Context: an optimization exercise on an open-source flow, tuned for small area. The choices shown serve that exercise and are no tape-out recipe. The RTL was checked by simulation tests, not by an equivalence proof against the original design. Power and IR drop assume default switching activity.

==> run A <==
Design uart_spi_seq, start of the top module:
module uart_spi_seq (
    input  wire        clk,
    input  wire        rst,           
    input  wire        crystal,       
    input  wire [39:0] now_ns,        
    input  wire        open_req,
    input  wire        close_req,
    input  wire        push_valid,
    input  wire [7:0]  push_data,
    output wire        push_ready,
    input  wire        fmt_valid,
    input  wire [17:0] fmt_baud,
    input  wire [3:0]  fmt_wlen,
    input  wire [1:0]  fmt_par,       
    input  wire [1:0]  fmt_stop,
    input  wire        flush_req,
    input  wire        stop_tx_req,
    input  wire        start_tx_req,
    input  wire        irq,
    output wire        x_valid,
    output reg  [15:0] x_word,
    input  wire        x_done,
    input  wire        x_err,
    input  wire [15:0] x_resp,
    output reg         rx_valid,
    output reg  [7:0]  rx_char,
    output reg         rx_perr,
    output wire [1:0]  line_state,    
    output reg  [1:0]  de_state,      
    output reg  [1:0]  outcome,       
    output reg         txe,
    output reg         rxa,
    output reg         cts
);
    localparam [3:0] S_EXITED = 4'd0, S_PARKED = 4'd1, S_TOP = 4'd2,
                     S_DRAIN  = 4'd3, S_TX     = 4'd4, S_END = 4'd5,
                     S_TXA    = 4'd6,    
  ...
export LEC_CHECK = 0
export CAP_MARGIN = 20
export CORE_MARGIN = 2
export CORE_UTILIZATION = 40
export SLEW_MARGIN = 20
create_clock -name core_clock -period 10.0 [get_ports {clk}]
run.sh (not shown) runs the stock make flow with config.mk's settings and CLKGATE_MAP_FILE= SYNTH_SCRIPT=/design/flow/synth_recipe.tcl, a recipe that flattens the netlist after the stock synthesis.
==> run P (differences from run A) <==
--- a/flow/design.v
+++ b/flow/design.v
@@ -31,14 +31,15 @@
     output reg         txe,
     output reg         rxa,
     output reg         cts
 );
     localparam [3:0] S_EXITED = 4'd0, S_PARKED = 4'd1, S_TOP = 4'd2,
                      S_DRAIN  = 4'd3, S_TX     = 4'd4, S_END = 4'd5,
                      S_TXA    = 4'd6,    
+                     S_ENDF   = 4'd7,    
                      W_CFG    = 4'd8, W_DEOFF  = 4'd9, W_RD  = 4'd10,
                      W_TXD    = 4'd11, W_STOP  = 4'd12;
     localparam [1:0] DE_OFF = 2'd0, DE_ON = 2'd1, DE_UNKNOWN = 2'd2;
     localparam [1:0] OC_NONE = 2'd0, OC_APPLIED = 2'd1, OC_SUPERSEDED = 2'd2;
     function [3:0] f_rate (input [7:0] f); f_rate = f[3:0]; endfunction
     function       f_w7   (input [7:0] f); f_w7   = f[4];   endfunction
     function       f_pe   (input [7:0] f); f_pe   = f[5];   endfunction
@@ -119,15 +120,15 @@
         extra_bits = {1'b0, !f_w7(f)} + {1'b0, f_pe(f)} + {1'b0, f_st2(f)};
     endfunction
     function less (input [39:0] a, input [39:0] b);
         integer i;
         begin
             less = 1'b0;
             for (i = 0; i < 40; i = i + 1)
-                less = (!a[i] & b[i]) | (!(a[i] ^ b[i]) & less);
+                less = (!a[i] & b[i]) | (!a[i] & less) | (b[i] & less);
         end
     endfunction
     function [7:0] resolve (input xtal, input [17:0] b, input [3:0] wl,
                             input [1:0] par, input [1:0] st, input [7:0] g);
         reg [4:0] lk;
         reg [3:0] rc;
         reg       rw7, rpe, rodd, rst2;
@@ -154,46 +155,66 @@
     reg [7:0]  fmt;             
     reg [7:0]  pfmt;            
     reg [39:0] dl;              
     reg        dv;              
     reg        os_v;            
     reg        active;          
     reg        f_cfg, f_dis, f_tr, f_txs, f_stop, f_fls;
-    reg        wake, fail, txstop;
-    reg [7:0]  q [0:15];
-    reg [3:0]  head, tail;
+    reg        wake, txstop;
+    reg [119:0] qv;             
+    reg [3:0]  cnt;             
     wire       exited  = (st == S_EXITED);
-    wire [3:0] q_count = head - tail;
-    wire       q_empty = (head == tail);
+    wire       q_empty = (cnt == 4'd0);
     wire       accept  = !exited && !f_stop;
     wire       lt      = dv && less(now_ns, dl);
-    assign push_ready = accept && (q_count != 4'd15);
+    assign push_ready = accept && (cnt != 4'd15);
     assign x_valid    = st[3];
     assign line_state = {active, !active && !exited};
     localparam [7:0] DEFAULT_FMT = {1'b0, 1'b0, 1'b0, 1'b0, 4'd5};    
-    wire [7:0] txd  = q[tail] & {!f_w7(fmt), 7'h7F};
+    reg  [7:0] q_old;           
+    always @* begin
+        case (cnt)
+            4'd1: q_old = qv[7:0];
+            4'd2: q_old = qv[15:8];
+            4'd3: q_old = qv[23:16];
+            4'd4: q_old = qv[31:24];
+            4'd5: q_old = qv[39:32];
+            4'd6: q_old = qv[47:40];
+            4'd7: q_old = qv[55:48];
+            4'd8: q_old = qv[63:56];
+            4'd9: q_old = qv[71:64];
+            4'd10: q_old = qv[79:72];
+            4'd11: q_old = qv[87:80];
+            4'd12: q_old = qv[95:88];
+            4'd13: q_old = qv[103:96];
+            4'd14: q_old = qv[111:104];
+            4'd15: q_old = qv[119:112];
+            default: q_old = 8'd0;
+        endcase
+    end
+    wire [7:0] txd  = q_old & {!f_w7(fmt), 7'h7F};
     wire       txpt = f_pe(fmt) & (f_odd(fmt) ^ (^txd));
     always @* begin
         case (st[2:0])
             3'd0:    x_word = {8'hC4, 1'b0, pfmt[6:4], rate_code(crystal, f_rate(pfmt))};
             3'd1:    x_word = 16'h8400;
             3'd3:    x_word = {7'b1000001, txpt, txd};
-            3'd4:    x_word = {8'hD4, 1'b0, fmt[6:4], rate_code(crystal, f_rate(fmt))};
+            3'd4:    x_word = {8'hD4, 1'b0, pfmt[6:4], rate_code(crystal, f_rate(pfmt))};
             default: x_word = 16'h0000;
         endcase
     end
     wire [7:0] rch = x_resp[7:0] & {!f_w7(fmt), 7'h7F};
     reg [3:0]  st_n;
     reg [2:0]  drain_k_n;
     reg [7:0]  stg_n, fmt_n, pfmt_n;
     reg [39:0] dl_n;
     reg        dv_n, os_v_n, active_n;
     reg        f_cfg_n, f_dis_n, f_tr_n, f_txs_n, f_stop_n, f_fls_n;
-    reg        wake_n, fail_n, txstop_n;
-    reg [3:0]  head_n, tail_n;
+    reg        wake_n, txstop_n;
+    reg        q_pop, q_clr;
     reg        q_we;
     reg        rx_valid_n;
     reg [1:0]  de_n, outcome_n;
     reg        txe_n, rxa_n, cts_n;
     always @* begin
         st_n       = st;
         drain_k_n  = drain_k;
@@ -207,38 +228,37 @@
         f_cfg_n    = f_cfg;
         f_dis_n    = f_dis;
         f_tr_n     = f_tr;
         f_txs_n    = f_txs;
         f_stop_n   = f_stop;
         f_fls_n    = f_fls;
         wake_n     = wake;
-        fail_n     = fail;
         txstop_n   = txstop;
-        head_n     = head;
-        tail_n     = tail;
+        q_pop      = 1'b0;
+        q_clr      = 1'b0;
         q_we       = 1'b0;
         rx_valid_n = 1'b0;
         de_n       = de_state;
         outcome_n  = outcome;
         txe_n      = txe;
         rxa_n      = rxa;
         cts_n      = cts;
         if (st == S_TXA)
             dl_n = dl + {14'd0, hold_rom({f_rate(fmt), extra_bits(fmt)})};
         case (st)
             S_PARKED: begin
                 if (wake) begin
                     wake_n = 1'b0;
-                    fail_n = 1'b0;
                     st_n   = S_TOP;
                 end
             end
             S_TOP: begin
                 if (f_stop) begin
-                    st_n = W_STOP;
+                    pfmt_n = fmt;    
+                    st_n   = W_STOP;
                 end else if (f_dis) begin
                     f_dis_n = 1'b0;
                     if (f_txs || !q_empty) begin
                         os_v_n    = 1'b0;
                         outcome_n = OC_SUPERSEDED;
                     end else if (de_state == DE_OFF) begin
                         outcome_n = OC_SUPERSEDED;
@@ -251,15 +271,15 @@
                     f_cfg_n = 1'b0;
                     pfmt_n  = stg;
                     st_n    = W_CFG;
                 end else if (active) begin
                     f_txs_n = 1'b0;
                     f_tr_n  = 1'b0;
                     if (f_fls) begin
-                        tail_n  = head;
+                        q_clr   = 1'b1;
                         f_fls_n = 1'b0;
                     end
                     drain_k_n = 3'd0;
                     st_n      = S_DRAIN;
                 end else begin
                     st_n = S_END;
                 end
@@ -271,18 +291,18 @@
                 if (f_stop)
                     st_n = S_TOP;
                 else if (q_empty || txstop || !txe)
                     st_n = S_END;
                 else
                     st_n = W_TXD;
             end
-            S_END: begin
+            S_END, S_ENDF: begin
                 if (q_empty && de_state != DE_OFF && !os_v && !f_dis && active)
                     os_v_n = 1'b1;
-                if (fail)
+                if (st == S_ENDF)
                     st_n = S_PARKED;
                 else if (f_stop || f_dis || f_cfg || f_tr || f_txs || (!q_empty && !txstop))
                     st_n = S_TOP;
                 else
                     st_n = S_PARKED;
             end
             W_CFG, W_DEOFF, W_RD, W_TXD, W_STOP: begin
@@ -297,25 +317,24 @@
                         f_cfg_n  = 1'b0;
                         f_dis_n  = 1'b0;
                         f_tr_n   = 1'b0;
                         f_txs_n  = 1'b0;
                         f_stop_n = 1'b0;
                         f_fls_n  = 1'b0;
                         wake_n   = 1'b0;
-                        tail_n   = head;
+                        q_clr    = 1'b1;
                         de_n     = DE_UNKNOWN;
                         st_n     = S_EXITED;
                     end else if (x_err) begin
-                        fail_n = 1'b1;
                         case (st)
                             W_CFG:   f_cfg_n = 1'b1;
                             W_DEOFF: f_dis_n = 1'b1;
                             default: f_tr_n  = 1'b1;
                         endcase
-                        st_n = S_END;
+                        st_n = S_ENDF;
                     end else begin
                         txe_n = x_resp[14];
                         rxa_n = x_resp[15];
                         if (st != W_CFG) begin
                             cts_n = x_resp[9];
                             if (x_resp[15]) begin
                                 rx_valid_n = 1'b1;
@@ -344,15 +363,15 @@
                                     st_n   = S_TX;
                                 end else begin
                                     drain_k_n = drain_k + 3'd1;
                                     st_n      = S_DRAIN;
                                 end
                             end
                             default: begin   
-                                tail_n = tail + 4'd1;
+                                q_pop  = 1'b1;
                                 de_n   = DE_ON;
                                 if (os_v || f_dis)
                                     outcome_n = OC_SUPERSEDED;
                                 os_v_n  = 1'b0;
                                 f_dis_n = 1'b0;
                                 if (!lt)
                                     dl_n = now_ns;
@@ -373,15 +392,14 @@
         end
         if (close_req && accept) begin
             f_stop_n = 1'b1;
             wake_n   = 1'b1;
         end
         if (push_valid && push_ready) begin
             q_we    = 1'b1;
-            head_n  = head + 4'd1;
             f_txs_n = 1'b1;
             wake_n  = 1'b1;
         end
         if (fmt_valid && active && !f_stop) begin
             stg_n   = resolve(crystal, fmt_baud, fmt_wlen, fmt_par, fmt_stop, stg);
             f_cfg_n = 1'b1;
             wake_n  = 1'b1;
@@ -404,23 +422,23 @@
         end
         if (os_v_n && !lt) begin
             os_v_n  = 1'b0;
             f_dis_n = 1'b1;
             wake_n  = 1'b1;
         end
     end
+    wire [3:0] cnt_n = (q_clr ? 4'd0 : cnt - {3'd0, q_pop}) + {3'd0, q_we};
     always @(posedge clk) begin
         if (q_we)
-            q[head] <= push_data;
+            qv <= {qv[111:0], push_data};
     end
     always @(posedge clk) begin
         drain_k <= drain_k_n;
         pfmt    <= pfmt_n;
         dl      <= dl_n;
-        fail    <= fail_n;
         txstop  <= txstop_n;
         wake    <= wake_n;
         f_cfg   <= f_cfg_n;
         rx_char <= rch;
         rx_perr <= f_pe(fmt) & (x_resp[8] ^ f_odd(fmt) ^ (^rch));
     end
     always @(posedge clk) begin
@@ -432,16 +450,15 @@
             os_v     <= 1'b0;
             active   <= 1'b0;
             f_dis    <= 1'b0;
             f_tr     <= 1'b0;
             f_txs    <= 1'b0;
             f_stop   <= 1'b0;
             f_fls    <= 1'b0;
-            head     <= 4'd0;
-            tail     <= 4'd0;
+            cnt      <= 4'd0;
             rx_valid <= 1'b0;
             de_state <= DE_OFF;
             outcome  <= OC_NONE;
             txe      <= 1'b0;
             rxa      <= 1'b0;
             cts      <= 1'b0;
         end else begin
@@ -452,16 +469,15 @@
             os_v     <= os_v_n;
             active   <= active_n;
             f_dis    <= f_dis_n;
             f_tr     <= f_tr_n;
             f_txs    <= f_txs_n;
             f_stop   <= f_stop_n;
             f_fls    <= f_fls_n;
-            head     <= head_n;
-            tail     <= tail_n;
+            cnt      <= cnt_n;
             rx_valid <= rx_valid_n;
             de_state <= de_n;
             outcome  <= outcome_n;
             txe      <= txe_n;
             rxa      <= rxa_n;
             cts      <= cts_n;
         end
==> flow/flow/run.sh (new file) <==
#!/bin/bash
# Layout flow: the standard flow (standard.sh) with these changes:
#  - synthesis maps the logic with an area-oriented ABC script (abc_area.script
#    here, used in place of ORFS's abc_speed.script; it leaves gate sizing and
#    buffering to the layout's repair steps);
#    everything else in synthesis (synth_recipe.tcl: registers, flattening,
#    renaming) is unchanged;
#  - each port gets its buffer from the smallest buffer cell;
#  - the clock tree is built from clkbuf_8 cells over sink clusters of at most
#    16 flip-flops (flip-flop clock-pin slew stays near 110 ps), with no
#    dummy loads.
# Each tool's output goes to a log file in this folder.
set -euo pipefail
here=$(pwd)
rm -rf scripts_local
cp -r "$FLOW_HOME/scripts" scripts_local
cp flow/abc_area.script scripts_local/abc_speed.script
cat >> config.mk <<EOC
export BUFFER_PORTS_ARGS = -buffer_cell sky130_fd_sc_hd__buf_1
export CTS_ARGS = -sink_clustering_enable -repair_clock_nets -dont_use_dummy_load -buf_list sky130_fd_sc_hd__clkbuf_8 -root_buf sky130_fd_sc_hd__clkbuf_8 -sink_clustering_size 16 -sink_clustering_max_diameter 80
EOC
SCRIPTS_DIR="$here/scripts_local" bash standard.sh synth > synth.log 2>&1
bash standard.sh > layout.log 2>&1
rm -rf scripts_local
==> flow/flow/abc_area.script (new file) <==
&get -n
&st
&deepsyn -T 60
&nf -R 1000
&put
topo
stime -c
==> flow/standard.sh (new file) <==
#!/bin/bash
# synth_recipe.tcl (not shown) runs the flow's synth.tcl, then flattens the netlist and writes it again
# the make line also repeats each setting of config.mk as NAME=value (left out here)
make -C /OpenROAD-flow-scripts/flow DESIGN_CONFIG=/design/flow/config.mk WORK_HOME=/design/flow/orfs CLKGATE_MAP_FILE= SYNTH_SCRIPT=/design/flow/synth_recipe.tcl "${@:-finish}"
BUFFER_PORTS_ARGS = -buffer_cell sky130_fd_sc_hd__buf_1   (was not set)
CTS_ARGS = -sink_clustering_enable -repair_clock_nets -dont_use_dummy_load -buf_list sky130_fd_sc_hd__clkbuf_8 -root_buf sky130_fd_sc_hd__clkbuf_8 -sink_clustering_size 16 -sink_clustering_max_diameter 80   (was not set)
removed: flow/run.sh
==> run X (differences from run A) <==
--- a/flow/design.v
+++ b/flow/design.v
@@ -119,15 +119,15 @@
         extra_bits = {1'b0, !f_w7(f)} + {1'b0, f_pe(f)} + {1'b0, f_st2(f)};
     endfunction
     function less (input [39:0] a, input [39:0] b);
         integer i;
         begin
             less = 1'b0;
             for (i = 0; i < 40; i = i + 1)
-                less = (!a[i] & b[i]) | (!(a[i] ^ b[i]) & less);
+                less = (!a[i] & b[i]) | (!a[i] & less) | (b[i] & less);
         end
     endfunction
     function [7:0] resolve (input xtal, input [17:0] b, input [3:0] wl,
                             input [1:0] par, input [1:0] st, input [7:0] g);
         reg [4:0] lk;
         reg [3:0] rc;
         reg       rw7, rpe, rodd, rst2;
@@ -155,26 +155,46 @@
     reg [7:0]  pfmt;            
     reg [39:0] dl;              
     reg        dv;              
     reg        os_v;            
     reg        active;          
     reg        f_cfg, f_dis, f_tr, f_txs, f_stop, f_fls;
     reg        wake, fail, txstop;
-    reg [7:0]  q [0:15];
-    reg [3:0]  head, tail;
+    reg [119:0] qv;             
+    reg [3:0]  cnt;             
     wire       exited  = (st == S_EXITED);
-    wire [3:0] q_count = head - tail;
-    wire       q_empty = (head == tail);
+    wire       q_empty = (cnt == 4'd0);
     wire       accept  = !exited && !f_stop;
     wire       lt      = dv && less(now_ns, dl);
-    assign push_ready = accept && (q_count != 4'd15);
+    assign push_ready = accept && (cnt != 4'd15);
     assign x_valid    = st[3];
     assign line_state = {active, !active && !exited};
     localparam [7:0] DEFAULT_FMT = {1'b0, 1'b0, 1'b0, 1'b0, 4'd5};    
-    wire [7:0] txd  = q[tail] & {!f_w7(fmt), 7'h7F};
+    reg  [7:0] q_old;           
+    always @* begin
+        case (cnt)
+            4'd1: q_old = qv[7:0];
+            4'd2: q_old = qv[15:8];
+            4'd3: q_old = qv[23:16];
+            4'd4: q_old = qv[31:24];
+            4'd5: q_old = qv[39:32];
+            4'd6: q_old = qv[47:40];
+            4'd7: q_old = qv[55:48];
+            4'd8: q_old = qv[63:56];
+            4'd9: q_old = qv[71:64];
+            4'd10: q_old = qv[79:72];
+            4'd11: q_old = qv[87:80];
+            4'd12: q_old = qv[95:88];
+            4'd13: q_old = qv[103:96];
+            4'd14: q_old = qv[111:104];
+            4'd15: q_old = qv[119:112];
+            default: q_old = 8'd0;
+        endcase
+    end
+    wire [7:0] txd  = q_old & {!f_w7(fmt), 7'h7F};
     wire       txpt = f_pe(fmt) & (f_odd(fmt) ^ (^txd));
     always @* begin
         case (st[2:0])
             3'd0:    x_word = {8'hC4, 1'b0, pfmt[6:4], rate_code(crystal, f_rate(pfmt))};
             3'd1:    x_word = 16'h8400;
             3'd3:    x_word = {7'b1000001, txpt, txd};
             3'd4:    x_word = {8'hD4, 1'b0, fmt[6:4], rate_code(crystal, f_rate(fmt))};
@@ -185,15 +205,15 @@
     reg [3:0]  st_n;
     reg [2:0]  drain_k_n;
     reg [7:0]  stg_n, fmt_n, pfmt_n;
     reg [39:0] dl_n;
     reg        dv_n, os_v_n, active_n;
     reg        f_cfg_n, f_dis_n, f_tr_n, f_txs_n, f_stop_n, f_fls_n;
     reg        wake_n, fail_n, txstop_n;
-    reg [3:0]  head_n, tail_n;
+    reg        q_pop, q_clr;
     reg        q_we;
     reg        rx_valid_n;
     reg [1:0]  de_n, outcome_n;
     reg        txe_n, rxa_n, cts_n;
     always @* begin
         st_n       = st;
         drain_k_n  = drain_k;
@@ -209,16 +229,16 @@
         f_tr_n     = f_tr;
         f_txs_n    = f_txs;
         f_stop_n   = f_stop;
         f_fls_n    = f_fls;
         wake_n     = wake;
         fail_n     = fail;
         txstop_n   = txstop;
-        head_n     = head;
-        tail_n     = tail;
+        q_pop      = 1'b0;
+        q_clr      = 1'b0;
         q_we       = 1'b0;
         rx_valid_n = 1'b0;
         de_n       = de_state;
         outcome_n  = outcome;
         txe_n      = txe;
         rxa_n      = rxa;
         cts_n      = cts;
@@ -251,15 +271,15 @@
                     f_cfg_n = 1'b0;
                     pfmt_n  = stg;
                     st_n    = W_CFG;
                 end else if (active) begin
                     f_txs_n = 1'b0;
                     f_tr_n  = 1'b0;
                     if (f_fls) begin
-                        tail_n  = head;
+                        q_clr   = 1'b1;
                         f_fls_n = 1'b0;
                     end
                     drain_k_n = 3'd0;
                     st_n      = S_DRAIN;
                 end else begin
                     st_n = S_END;
                 end
@@ -297,15 +317,15 @@
                         f_cfg_n  = 1'b0;
                         f_dis_n  = 1'b0;
                         f_tr_n   = 1'b0;
                         f_txs_n  = 1'b0;
                         f_stop_n = 1'b0;
                         f_fls_n  = 1'b0;
                         wake_n   = 1'b0;
-                        tail_n   = head;
+                        q_clr    = 1'b1;
                         de_n     = DE_UNKNOWN;
                         st_n     = S_EXITED;
                     end else if (x_err) begin
                         fail_n = 1'b1;
                         case (st)
                             W_CFG:   f_cfg_n = 1'b1;
                             W_DEOFF: f_dis_n = 1'b1;
@@ -344,15 +364,15 @@
                                     st_n   = S_TX;
                                 end else begin
                                     drain_k_n = drain_k + 3'd1;
                                     st_n      = S_DRAIN;
                                 end
                             end
                             default: begin   
-                                tail_n = tail + 4'd1;
+                                q_pop  = 1'b1;
                                 de_n   = DE_ON;
                                 if (os_v || f_dis)
                                     outcome_n = OC_SUPERSEDED;
                                 os_v_n  = 1'b0;
                                 f_dis_n = 1'b0;
                                 if (!lt)
                                     dl_n = now_ns;
@@ -373,15 +393,14 @@
         end
         if (close_req && accept) begin
             f_stop_n = 1'b1;
             wake_n   = 1'b1;
         end
         if (push_valid && push_ready) begin
             q_we    = 1'b1;
-            head_n  = head + 4'd1;
             f_txs_n = 1'b1;
             wake_n  = 1'b1;
         end
         if (fmt_valid && active && !f_stop) begin
             stg_n   = resolve(crystal, fmt_baud, fmt_wlen, fmt_par, fmt_stop, stg);
             f_cfg_n = 1'b1;
             wake_n  = 1'b1;
@@ -404,17 +423,18 @@
         end
         if (os_v_n && !lt) begin
             os_v_n  = 1'b0;
             f_dis_n = 1'b1;
             wake_n  = 1'b1;
         end
     end
+    wire [3:0] cnt_n = (q_clr ? 4'd0 : cnt - {3'd0, q_pop}) + {3'd0, q_we};
     always @(posedge clk) begin
         if (q_we)
-            q[head] <= push_data;
+            qv <= {qv[111:0], push_data};
     end
     always @(posedge clk) begin
         drain_k <= drain_k_n;
         pfmt    <= pfmt_n;
         dl      <= dl_n;
         fail    <= fail_n;
         txstop  <= txstop_n;
@@ -432,16 +452,15 @@
             os_v     <= 1'b0;
             active   <= 1'b0;
             f_dis    <= 1'b0;
             f_tr     <= 1'b0;
             f_txs    <= 1'b0;
             f_stop   <= 1'b0;
             f_fls    <= 1'b0;
-            head     <= 4'd0;
-            tail     <= 4'd0;
+            cnt      <= 4'd0;
             rx_valid <= 1'b0;
             de_state <= DE_OFF;
             outcome  <= OC_NONE;
             txe      <= 1'b0;
             rxa      <= 1'b0;
             cts      <= 1'b0;
         end else begin
@@ -452,16 +471,15 @@
             os_v     <= os_v_n;
             active   <= active_n;
             f_dis    <= f_dis_n;
             f_tr     <= f_tr_n;
             f_txs    <= f_txs_n;
             f_stop   <= f_stop_n;
             f_fls    <= f_fls_n;
-            head     <= head_n;
-            tail     <= tail_n;
+            cnt      <= cnt_n;
             rx_valid <= rx_valid_n;
             de_state <= de_n;
             outcome  <= outcome_n;
             txe      <= txe_n;
             rxa      <= rxa_n;
             cts      <= cts_n;
         end
==> flow/flow/run.sh (new file) <==
#!/bin/bash
# Layout flow: the standard flow (standard.sh) with these changes:
#  - synthesis maps the logic with an area-oriented ABC script (abc_area.script
#    here, used in place of ORFS's abc_speed.script);
#    everything else in synthesis (synth_recipe.tcl: registers, flattening,
#    renaming) is unchanged;
#  - each port gets its buffer from the smallest buffer cell;
#  - the clock tree uses no dummy loads.
# Each tool's output goes to a log file in this folder.
set -euo pipefail
here=$(pwd)
rm -rf scripts_local
cp -r "$FLOW_HOME/scripts" scripts_local
cp flow/abc_area.script scripts_local/abc_speed.script
cat >> config.mk <<EOC
export BUFFER_PORTS_ARGS = -buffer_cell sky130_fd_sc_hd__buf_1
export CTS_ARGS = -sink_clustering_enable -repair_clock_nets -dont_use_dummy_load
EOC
SCRIPTS_DIR="$here/scripts_local" bash standard.sh synth > synth.log 2>&1
bash standard.sh > layout.log 2>&1
rm -rf scripts_local
==> flow/flow/abc_area.script (new file) <==
&get -n
&st
&deepsyn -T 60
&put
dch -f
map -a
topo
stime -c
buffer -c
upsize -c
dnsize -c
==> flow/standard.sh (new file) <==
#!/bin/bash
# synth_recipe.tcl (not shown) runs the flow's synth.tcl, then flattens the netlist and writes it again
# the make line also repeats each setting of config.mk as NAME=value (left out here)
make -C /OpenROAD-flow-scripts/flow DESIGN_CONFIG=/design/flow/config.mk WORK_HOME=/design/flow/orfs CLKGATE_MAP_FILE= SYNTH_SCRIPT=/design/flow/synth_recipe.tcl "${@:-finish}"
BUFFER_PORTS_ARGS = -buffer_cell sky130_fd_sc_hd__buf_1   (was not set)
CTS_ARGS = -sink_clustering_enable -repair_clock_nets -dont_use_dummy_load   (was not set)
removed: flow/run.sh
==> results.txt <==
# rows 70; outcome timing/DRC/antenna clean; reg2reg end dl[28]; HP Start stg[3]; pre-CTS setup slack 3.09 ns; chip height 195 microns; area of the multi-input gates 0.00774 sq mm; Chip Width 195 microns; GR Util met2 32.4%; Max FO, Critical Path 8; Avg Vias per Cell 5.56; Routed WL 38200 microns; clock buffer count in the final layout 35; clk cell area share 5.09%; largest net degree at the start of global routing 79; EDFF count, synth 140; routing usage on met3 2.50%; RePlAce Congestion 0.885; Tmin final 6.90 ns; number of global-route vias before repair 11.3k; Pwr top combinational logic
# the run above: run A

==> results.txt <==
outcome timing/DRC/antenna clean; Max FO, Critical Path 12; area of the multi-input gates 0.00553 sq mm; Tmin final 9.08 ns; largest net degree at the start of global routing 63; Avg Vias per Cell 5.76; reg2reg end dl[39]; clk cell area share 2.11%; clock buffer count in the final layout 20; EDFF count, synth 131; GR Util met2 32.8%; Chip Width 174 microns; RePlAce Congestion 0.932; chip height 174 microns; pre-CTS setup slack 1.01 ns; Routed WL 31700 microns
# the run above: run P

==> results.txt <==
clk cell area share 4.77%; Tmin final 8.35 ns; routing usage on met3 2.91%; largest net degree at the start of global routing 71; Max FO, Critical Path 12; outcome timing/DRC/antenna clean; Pwr top registers; Chip Width 178 microns; # rows 63; GR Util met2 33.8%; R2R setup slack 1.65 ns; pre-CTS setup slack 1.70 ns; Routed WL 33600 microns; RePlAce Congestion 0.915; number of global-route vias before repair 9808; area of the multi-input gates 0.00539 sq mm; EDFF count, synth 132
# the run above: run X

[static timing again, ports no longer ideal]
The results above use ideal ports. As a check the final layouts listed here were re-extracted and re-timed, cells and wires unchanged.
Step 1, drivers: a clkbuf_16 drives clk and a buf_2 each remaining input, both assumed.
Step 2 also shifts input and output timing later by t, the mid clock arrival at the registers, as if the neighbouring blocks saw the same clock.
Slacks: ideal ports / drivers / drivers and shift; pairs: ideal ports / drivers.
run | shift t [ns] | setup WS [ns] | clock arrival spread, ns
run A | 0.608 | 3.104 / 3.040 / 3.040 | 0.027 / 0.028
run P | 0.562 | 0.918 / 0.918 / 0.918 | 0.097 / 0.096
run X | 0.565 | 1.653 / 1.653 / 1.625 | 0.061 / 0.061
After both steps setup and hold are still met in every run listed. The setup slack of run A, which loses most, moves by -0.064 ns with the drivers and by -0.064 ns with both steps.
